This is an optimization exercise on Yosys and OpenROAD, whose aim is small area, not a production implementation. The RTL of this run was laid out without a check of its function. Power figures rest on the tool's default switching activity, not on a simulated workload.

File: flow/design.v
module emedal_sender (
    input  wire        clk,
    input  wire        rst,
    input  wire        start,
    input  wire [15:0] start_image_id,
    input  wire [23:0] start_len,
    input  wire        tick,
    output wire        ready,
    output wire [23:0] pl_addr,
    input  wire [7:0]  pl_data,
    output wire        tx_valid,
    output wire [7:0]  tx_data,
    input  wire        tx_ready,
    input  wire [15:0] rx_count,
    input  wire [7:0]  rx_data,
    output wire        rx_pop,
    output wire [2:0]  state,
    output wire [1:0]  last_outcome,
    output wire [1:0]  fail_stage,
    output wire [15:0] fail_index,
    output wire [1:0]  fail_cause,
    output wire [23:0] sent_bytes,
    output wire        nack_valid,
    output wire [15:0] nack_expected,
    output wire [15:0] nack_got
);
    localparam [2:0] S_IDLE = 3'd0, S_DONE = 3'd4;
    localparam [2:0] C_READY = 3'd0, C_WAIT = 3'd1, C_TX = 3'd2, C_CRC = 3'd3,
                     C_READ = 3'd4, C_ACK = 3'd5, C_NOP = 3'd6;
    reg [2:0]  fsm;
    reg [2:0]  ctl;
    reg [15:0] seq;        
    reg [23:0] lq;         
    reg [23:0] sent_r;
    reg [7:0]  tick_cnt;   
    reg [1:0]  retry_cnt;
    reg [1:0]  last_out_r;
    reg [15:0] crc;        
    reg [7:0]  c;          
    reg        ack_ok, nack_ok;
    reg        part;       
    wire [7:0]  rem   = lq[23:16];
    wire [15:0] quo   = lq[15:0];
    wire st1      = (fsm == 3'd1);
    wire st2      = (fsm == 3'd2);
    wire st3      = (fsm == 3'd3);
    wire awaiting = !fsm[2] && (fsm[1] | fsm[0]);
    wire hdr      = (c[7:3] == 5'b11111);
    wire ge240    = (c[7:4] == 4'b1111);
    wire crc_lo   = (c == 8'd240);
    wire last_pos = (c == 8'd241);
    wire ge_rem   = (c >= rem);
    wire [2:0] b  = tick_cnt[2:0];
    wire [7:0] len_byte = st1 ? 8'd4 :
                          st2 ? (part ? rem : 8'd240) : 8'd0;
    wire       cin0   = (rem != 8'd0);
    wire       cin    = c[0] ? (cin0 & (quo[7:0] == 8'hFF)) : cin0;
    wire [7:0] tp_src = c[0] ? quo[15:8] : quo[7:0];
    wire [7:0] tp_byte = tp_src + {7'd0, cin};
    reg [7:0] fbyte;
    always @(*) begin
        if (hdr) begin
            case (c[2:0])
                3'd0:    fbyte = 8'h5A;
                3'd1:    fbyte = 8'hA5;
                3'd2:    fbyte = 8'h55;
                3'd3:    fbyte = 8'hAA;
                3'd4:    fbyte = {6'd0, fsm[1:0]};
                3'd5:    fbyte = st1 ? 8'd0 : seq[7:0];
                3'd6:    fbyte = st1 ? 8'd0 : seq[15:8];
                default: fbyte = len_byte;
            endcase
        end else if (ge240) begin
            fbyte = crc[7:0];
        end else if (st1) begin
            case (c)
                8'd0:    fbyte = seq[7:0];
                8'd1:    fbyte = seq[15:8];
                8'd2:    fbyte = tp_byte;
                8'd3:    fbyte = tp_byte;
                default: fbyte = 8'd0;
            endcase
        end else if (st2 && !(part && ge_rem)) begin
            fbyte = pl_data;
        end else begin
            fbyte = 8'd0;
        end
    end
    wire       fb      = (crc[0] ^ fbyte[b]) & !crc_lo;
    wire [15:0] crc_nx = {fb, crc[15], crc[14] ^ fb, crc[13:2], crc[1] ^ fb};
    wire rx_eq   = (rx_data == fbyte);
    wire rx_ack  = (rx_data == 8'd4);
    wire rx_nack = (rx_data == 8'd5);
    wire poll_hit = (rx_count[15:4] != 12'd0) || (rx_count[3:0] >= 4'd11);
    wire rx_last  = (rx_count == 16'd1);
    wire len_ok   = (start_len <= 24'd15728400);
    wire [7:0] lim_m1 = st2 ? 8'd99 : 8'd199;
    wire can_retry = st2 && (retry_cnt != 2'd3);
    wire ack_stop = !hdr && (part ? ge_rem : ge240);
    wire       dge    = lq[23] | (lq[22:19] == 4'b1111);
    wire [23:0] lq_div = {lq[22:19] + {3'd0, dge}, lq[18:0], dge};
    wire [23:0] addr = {sent_r[23:4] + {16'd0, c[7:4]}, c[3:0]};
    task begin_frame;
        begin
            c   <= 8'd248;
            crc <= 16'hFFFF;
            ctl <= C_WAIT;
        end
    endtask
    task next_frame;
        begin
            seq       <= seq + 16'd1;
            retry_cnt <= 2'd0;
            if ((st2 && part) || (seq == quo && !cin0)) begin
                fsm <= 3'd3;
            end else begin
                fsm  <= 3'd2;
                part <= (seq == quo);
            end
            begin_frame;
        end
    endtask
    task attempt_failed;
        begin
            if (can_retry) begin
                retry_cnt <= retry_cnt + 2'd1;
                begin_frame;
            end else begin
                fsm <= {1'b1, fsm[1:0]};
                ctl <= C_NOP;
            end
        end
    endtask
    task poll;
        begin
            if (poll_hit) begin
                c   <= 8'd248;
                ctl <= C_READ;
            end else begin
                ctl <= C_NOP;
            end
        end
    endtask
    always @(posedge clk) begin
        if (rst) begin
            fsm        <= S_IDLE;
            ctl        <= C_READY;
            sent_r     <= 24'd0;
            last_out_r <= 2'd0;
        end else begin
            case (ctl)
                C_READY: begin
                    if (start) begin
                        if (!awaiting && len_ok) begin
                            lq         <= start_len;
                            seq        <= start_image_id;
                            sent_r     <= 24'd0;
                            retry_cnt  <= 2'd0;
                            last_out_r <= 2'd0;
                            fsm        <= 3'd1;
                            begin_frame;
                        end else begin
                            ctl <= C_NOP;
                        end
                    end else if (tick) begin
                        if (!awaiting) begin
                            ctl <= C_NOP;
                        end else if (tick_cnt == lim_m1) begin
                            last_out_r <= 2'd3;
                            attempt_failed;
                        end else begin
                            tick_cnt <= tick_cnt + 8'd1;
                            poll;
                        end
                    end
                end
                C_WAIT: begin
                    tick_cnt <= 8'd0;
                    ctl      <= C_TX;
                end
                C_TX: begin
                    if (tx_ready) begin
                        if (last_pos) begin
                            if (st1)
                                seq <= 16'd0;
                            poll;
                        end else begin
                            ctl <= C_CRC;
                        end
                    end
                end
                C_CRC: begin
                    crc      <= crc_nx;
                    tick_cnt <= tick_cnt + 8'd1;
                    if (st1 && hdr && b[2:1] == 2'b00)
                        lq <= lq_div;
                    if (b == 3'd7) begin
                        c   <= c + 8'd1;
                        ctl <= C_WAIT;
                    end
                end
                C_READ: begin
                    if (c != 8'd255)
                        c <= c + 8'd1;
                    case (c)
                        8'd248: begin ack_ok <= rx_eq;           nack_ok <= rx_eq; end
                        8'd249, 8'd250, 8'd251:
                                begin ack_ok <= ack_ok & rx_eq;  nack_ok <= nack_ok & rx_eq; end
                        8'd252: begin ack_ok <= ack_ok & rx_ack; nack_ok <= nack_ok & rx_nack; end
                        8'd253: begin ack_ok <= ack_ok & rx_eq;  crc[7:0] <= rx_data; end
                        8'd254: begin ack_ok <= ack_ok & rx_eq; end
                        default: ;
                    endcase
                    if (rx_last) begin
                        if (ack_ok) begin
                            last_out_r <= 2'd1;
                            if (st3) begin
                                fsm <= S_DONE;
                                ctl <= C_NOP;
                            end else if (st2) begin
                                ctl <= C_ACK;
                            end else begin
                                next_frame;
                            end
                        end else if (nack_ok) begin
                            last_out_r <= 2'd2;
                            attempt_failed;
                        end else begin
                            ctl <= C_NOP;
                        end
                    end
                end
                C_ACK: begin
                    if (ack_stop) begin
                        sent_r <= addr;
                        next_frame;
                    end else begin
                        c <= c + 8'd1;
                    end
                end
                default: ctl <= C_READY;
            endcase
        end
    end
    wire failed = fsm[2] & (fsm[1] | fsm[0]);
    assign ready         = (ctl == C_READY);
    assign tx_valid      = (ctl == C_TX);
    assign tx_data       = fbyte;
    assign rx_pop        = (ctl == C_READ);
    assign pl_addr       = addr;
    assign state         = {fsm[2], !fsm[2] & fsm[1], fsm[2] ? failed : fsm[0]};
    assign last_outcome  = last_out_r;
    assign fail_stage    = {fsm[2] & fsm[1], fsm[2] & fsm[0]};
    assign fail_index    = (fsm == 3'd6) ? seq : 16'd0;
    assign fail_cause    = failed ? last_out_r : 2'd0;
    assign sent_bytes    = sent_r;
    assign nack_valid    = (ctl == C_READ) && (c == 8'd254) && nack_ok;
    assign nack_expected = seq;
    assign nack_got      = {rx_data, crc[7:0]};
endmodule
File: flow/run.sh
#!/bin/bash
# synth_recipe.tcl (not shown) runs the flow's synth.tcl, then flattens the netlist and writes it again
# the make line also repeats each setting of config.mk as NAME=value (left out here)
make -C /OpenROAD-flow-scripts/flow DESIGN_CONFIG=/design/flow/config.mk WORK_HOME=/design/flow/orfs CLKGATE_MAP_FILE= SYNTH_SCRIPT=/design/flow/synth_recipe.tcl finish
File: flow/config.mk
export PLATFORM = sky130hd
export DESIGN_NAME = emedal_sender
export DESIGN_NICKNAME = emedal_sender
export VERILOG_FILES = /design/flow/design.v
export SDC_FILE = /design/flow/constraint.sdc
export NUM_CORES = 4
export LEC_CHECK = 0
export CAP_MARGIN = 20
export CORE_MARGIN = 2
export CORE_UTILIZATION = 40
export SLEW_MARGIN = 20
File: flow/constraint.sdc
create_clock -name core_clock -period 15.0 [get_ports {clk}]
set_input_delay 3.0000 -clock core_clock [delete_from_list [all_inputs] [get_ports {clk}]]
set_output_delay 3.0000 -clock core_clock [all_outputs]
set_load 0.01 [all_outputs]
==> impl_metrics.prom <==
# TYPE chip_impl_metric gauge
chip_impl_info{name="outcome",value="finished clean"} 1
chip_impl_metric{name="via_count",unit=""} 8503
chip_impl_metric{name="drv.max_cap_violation_count",unit=""} 0
chip_impl_metric{name="synthSimpleGateAreaFrac",unit="%"} 25.8
chip_impl_metric{name="post-route-drc-count",unit=""} 0
chip_impl_metric{name="flow.area_growth_from_synthesis",unit="%"} 25.9
chip_impl_info{name="worst_setup_path_end_kind",value="output port"} 1
chip_impl_info{name="clk_root_buffer_cell",value="sky130_fd_sc_hd__clkbuf_16"} 1
chip_impl_metric{name="wl_per_cell",unit="µm"} 19.7
chip_impl_metric{name="ant_nets",unit=""} 0
chip_impl_metric{name="power.switching",unit="µW"} 704
chip_impl_metric{name="cts-buffers-inserted",unit=""} 9
chip_impl_metric{name="place_congestion",unit=""} 0.938
chip_impl_metric{name="clock_sink_count",unit=""} 109
chip_impl_metric{name="port-buffer-count",unit=""} 193
chip_impl_metric{name="cp_data_arrival_time",unit="ps"} 4710
chip_impl_metric{name="p_seq_share",unit="%"} 34.0
chip_impl_metric{name="detailedRoute.firstPassIterationCount",unit=""} 5
chip_impl_metric{name="synth_fp_nets",unit=""} 1157
chip_impl_metric{name="synthesized_instance_count",unit=""} 1054
chip_impl_metric{name="stdcell_count",unit=""} 1457
chip_impl_metric{name="post_synthesis_async_set_or_reset_flop_share",unit="%"} 0
chip_impl_metric{name="synth_compound_area_share",unit="%"} 20.8
chip_impl_metric{name="global_route_wire_length_before_repair",unit="mm"} 44.0
chip_impl_metric{name="finClkSkew",unit="ps"} 8.42
chip_impl_metric{name="groute.usage.overall",unit="%"} 25.1
chip_impl_metric{name="switching_share",unit="%"} 45.3
chip_impl_info{name="layout_commonest_cell",value="sky130_fd_sc_hd__clkdlybuf4s50_1"} 1
chip_impl_metric{name="grt_pass1_vias",unit=""} 7815
chip_impl_metric{name="die_height",unit="µm"} 150
chip_impl_metric{name="grt.overflow.total",unit=""} 0
chip_impl_metric{name="fin_crit_sh",unit="%"} 51.4
chip_impl_metric{name="floorplan.die.width",unit="µm"} 150
chip_impl_metric{name="yosysWarnings",unit=""} 1
chip_impl_info{name="tritoncts_clock_tree",value="built"} 1
chip_impl_metric{name="internal_power",unit="µW"} 851
chip_impl_metric{name="clock_latency",unit="ps"} 370
chip_impl_metric{name="total_half_perimeter_wirelength_after_legalization_and_detailed_placement",unit="mm"} 21.2
chip_impl_metric{name="grt_max_degree",unit=""} 43
chip_impl_metric{name="floorplan.core_area",unit="µm²"} 21000
chip_impl_info{name="hold_path_class",value="reg2reg"} 1
chip_impl_metric{name="finish.net_count",unit=""} 1280
chip_impl_metric{name="finalSetupTns",unit="ps"} 0
chip_impl_metric{name="worst-endpoint-required",unit="ps"} 12000
chip_impl_metric{name="cts-hold-fix-buffers",unit=""} 0
chip_impl_metric{name="grt_antenna_before_repair",unit=""} 0
chip_impl_metric{name="max-clock-path-buffers",unit=""} 2
chip_impl_metric{name="clock_tree.htree_level_count",unit=""} 3
chip_impl_metric{name="dieArea",unit="µm²"} 22500
chip_impl_info{name="worst_path_dominant_cell_family",value="buffers and inverters"} 1
chip_impl_metric{name="power.density_cell_area",unit="nW/µm²"} 145
chip_impl_metric{name="route.final.wire_length",unit="mm"} 28.7
chip_impl_metric{name="power_frac_comb",unit="%"} 50.5
chip_impl_info{name="grt_setup_unrepaired",value="no"} 1
chip_impl_metric{name="power.leakage",unit="nW"} 3.88
chip_impl_metric{name="syn-cell-area",unit="µm²"} 8540
chip_impl_metric{name="highest_attainable_clock_frequency",unit="MHz"} 130
chip_impl_metric{name="synth_seq_cells",unit=""} 109
chip_impl_metric{name="timing.final.hold_violations",unit=""} 0
chip_impl_metric{name="cts.reportedPaths.clkPinSlew",unit="ps"} 70
chip_impl_info{name="mostFrequentLayoutCells",value="193 x sky130_fd_sc_hd__clkdlybuf4s50_1, 135 x sky130_fd_sc_hd__nand2_1, 102 x sky130_fd_sc_hd__nor2_1"} 1
chip_impl_metric{name="core.rowCount",unit=""} 53
chip_impl_metric{name="number_of_different_library_cells_in_the_post_synthesis_netlist",unit=""} 78
chip_impl_metric{name="via_per_inst",unit=""} 5.84
chip_impl_metric{name="post_synth_edffs",unit=""} 77
chip_impl_metric{name="initialDrtViolationCount",unit=""} 718
chip_impl_metric{name="worst_pin_slew",unit="ps"} 1140
chip_impl_metric{name="ys_seq_area_share",unit="%"} 34.6
chip_impl_metric{name="synth.area.mux_share",unit="%"} 1.20
chip_impl_metric{name="cts.repair_timing.setup_buffer_count",unit=""} 0
chip_impl_metric{name="peakVddDrop",unit="mV"} 0.0728
chip_impl_metric{name="crit_path_max_fanout",unit=""} 3
chip_impl_metric{name="timing.critical_path.slowest_cell_delay",unit="ps"} 620
chip_impl_metric{name="synth-xor-area-share",unit="%"} 7.08
chip_impl_info{name="path_common_cell",value="sky130_fd_sc_hd__clkdlybuf4s50_1"} 1
chip_impl_metric{name="fin_crit",unit="ps"} 7710
chip_impl_info{name="cp_class",value="in2out"} 1
chip_impl_metric{name="placed_cells",unit=""} 1441
chip_impl_info{name="main_combinational_cell_family_by_area_after_synthesis",value="simple AND/OR/NAND/NOR gates"} 1
chip_impl_info{name="worstSetupStartpointType",value="input pin"} 1
chip_impl_metric{name="drive_gt1_share",unit="%"} 4.31
chip_impl_metric{name="maxSlewHeadroom",unit="%"} 24.0
chip_impl_metric{name="post_synth.cell_area_avg",unit="µm²"} 8.10
chip_impl_metric{name="share_clk_of_total_power",unit="%"} 15.6
chip_impl_metric{name="postCtsResizedCells",unit=""} 0
chip_impl_metric{name="timing.final.setup_violations",unit=""} 0
chip_impl_metric{name="final_max_slew_viol_count",unit=""} 0
chip_impl_metric{name="worstPathBufferInverterCount",unit=""} 2
chip_impl_metric{name="diodes",unit=""} 0
chip_impl_metric{name="final.hold.worst_slack",unit="ps"} 492
chip_impl_metric{name="n_fill_cell",unit=""} 2077
chip_impl_info{name="crit_chain",value="clkdlybuf4s50_1 > nand2_1 > a21oi_1 > o31ai_1 > o22ai_1 > clkdlybuf4s50_1"} 1
chip_impl_metric{name="num_io_pins",unit=""} 194
chip_impl_metric{name="synth_fa_ha_area_share",unit="%"} 3.90
chip_impl_metric{name="total_power",unit="mW"} 1.55
chip_impl_metric{name="initial_util",unit="%"} 40.7
chip_impl_info{name="cp_slowest_cell",value="sky130_fd_sc_hd__clkdlybuf4s50_1"} 1
chip_impl_info{name="top_flip_flop_cell_by_instance_count_after_synthesis",value="sky130_fd_sc_hd__edfxtp_1"} 1
chip_impl_metric{name="regToRegSetupSlack",unit="ps"} 10500
## Yosys cell counts, types with 5 or more instances
cell type	n	area share (%)
sky130_fd_sc_hd__clkbuf_1	53	2.3
sky130_fd_sc_hd__xor2_1	42	4.3
sky130_fd_sc_hd__buf_1	5	0.22
sky130_fd_sc_hd__a22o_1	6	0.62
sky130_fd_sc_hd__nand4_1	19	1.4
sky130_fd_sc_hd__and3_1	12	0.88
sky130_fd_sc_hd__a21oi_1	53	3.1
sky130_fd_sc_hd__nor2_1	103	4.5
sky130_fd_sc_hd__mux2i_1	8	0.94
sky130_fd_sc_hd__ha_1	25	3.7
sky130_fd_sc_hd__buf_2	9	0.53
sky130_fd_sc_hd__nor2b_1	12	0.88
sky130_fd_sc_hd__xnor2_1	27	2.8
sky130_fd_sc_hd__nor4_1	17	1.2
sky130_fd_sc_hd__a21o_1	11	0.97
sky130_fd_sc_hd__nand2_1	135	5.9
sky130_fd_sc_hd__or3_1	6	0.44
sky130_fd_sc_hd__edfxtp_1	77	27
sky130_fd_sc_hd__o22ai_1	7	0.51
sky130_fd_sc_hd__o21ai_0	71	4.2
sky130_fd_sc_hd__a211oi_1	12	1.1
sky130_fd_sc_hd__nand2b_1	13	0.95
sky130_fd_sc_hd__dfxtp_1	32	7.5
sky130_fd_sc_hd__nand3_1	56	3.3
sky130_fd_sc_hd__o31ai_1	6	0.53
sky130_fd_sc_hd__a31oi_1	15	1.1
sky130_fd_sc_hd__inv_1	32	1.4
sky130_fd_sc_hd__nand3b_1	8	0.70
sky130_fd_sc_hd__buf_4	23	2.0
sky130_fd_sc_hd__o22a_1	9	0.92
sky130_fd_sc_hd__nor3_1	21	1.2
sky130_fd_sc_hd__a22oi_1	28	2.5
sky130_fd_sc_hd__and2_1	22	1.6
## state kept, by name, summed over array words and instances (netlist names)
signal and cells:
crc 16, lq 24, last_out_r 2, fsm 3, retry_cnt 2, part 1, ack_ok 1, tick_cnt 8
c 8, sent_r 24, ctl 3, nack_ok 1, seq 16
## final cells by class
| cell class | instances | area (µm²) | area share [%] |
|---|---|---|---|
| clock buffers | 10 | 239 | 2.22 |
| clock inverters | 6 | 45.0 | 0.419 |
| inverters | 34 | 128 | 1.19 |
| multi-input cells | 820 | 5030 | 46.8 |
| flip-flops and latches | 109 | 2950 | 27.5 |
| well taps | 275 | 344 | 3.20 |
| repair buffers | 203 | 2010 | 18.7 |
## worst paths after layout
check | from | end | cells past startpoint
worst max-delay path | pl_data[3] | tx_data[3] | 6
worst min-delay path | sent_r[6] | sent_r[6] | 2
worst max register to register | c[0] | crc[0] | 11
worst min register to register | sent_r[6] | sent_r[6] | 2
## per-layer routing
layer	up-vias	routed length (µm)	GRT usage, %
li1	4048	-	-
met2	375	12500	37.8
met4	0	604	8.02
met3	36	2210	3.88
met1	4044	13400	36.8
met5	-	0	0
## through the flow
stage / setup slack, ps / util, % / cell area (µm²)
after floorplan: 7400 / - / 8540
after global placement: 7300 / 49.9 / 10500
after detailed placement: 7310 / 49.9 / 10500
after CTS: 7300 / 51.3 / 10700
after global routing: 7210 / 51.3 / 10700
final: 7290 / 51.3 / 10700
## logic make-up after synthesis
logic type | count (synthesis)
fa+ha+maj | 26
xor+xnor | 69
buf+inv | 125
mux | 10
flops | 109
simple gates | 448
compound gates | 267
## power by group through the flow
| stage | Clock, mW | Combinational (mW) | Sequential, mW |
|---|---|---|---|
| after CTS | 0.244 | 0.776 | 0.527 |
| after floorplan | 0 | 0.551 | 0.461 |
| final | 0.242 | 0.785 | 0.528 |
| after global placement | 0 | 0.769 | 0.533 |
| after detailed placement | 0 | 0.772 | 0.533 |
| after global routing | 0.256 | 0.857 | 0.537 |
## worst reg2reg max path, cell delays in order (launching register included)
cell	delay (ps)
sky130_fd_sc_hd__edfxtp_1	880
sky130_fd_sc_hd__inv_1	290
sky130_fd_sc_hd__ha_1	520
sky130_fd_sc_hd__nor4_2	720
sky130_fd_sc_hd__a31o_2	300
sky130_fd_sc_hd__a21oi_1	80
sky130_fd_sc_hd__a31oi_1	430
sky130_fd_sc_hd__a2111oi_1	160
sky130_fd_sc_hd__a211oi_1	330
sky130_fd_sc_hd__xnor2_1	170
sky130_fd_sc_hd__or3_1	320
sky130_fd_sc_hd__a31oi_1	160

[re-timing with driven ports]
The results above use ideal ports. As a check the final layout listed here was re-extracted and re-timed, cells and wires unchanged. Step 1 sets driving cells, clkbuf_16 on the clock port and buf_2 on the other inputs (assumed; they add their load-dependent delay and slew). Step 2 adds t to the input delays and takes it off the output delays; t is the mean of the earliest and latest rising clock arrival at the registers after step 1. Input paths then give back, and output paths get back, about the clock's delay inside the block. Slacks: ideal ports / drivers / drivers and shift; pairs: ideal ports / drivers.
shift t [ns]: 0.408
setup WS [ns]: 7.287 / 7.244 / 7.244
clock arrival spread, ns: 0.008 / 0.008
worst register clock-pin slew, ns: 0.08 / 0.08
worst data-port slew with drivers (ns): 0.04
After both steps setup and hold are still met in this run. For this run, drivers alone change the setup slack by -0.043 ns; drivers and shift together by -0.043 ns.
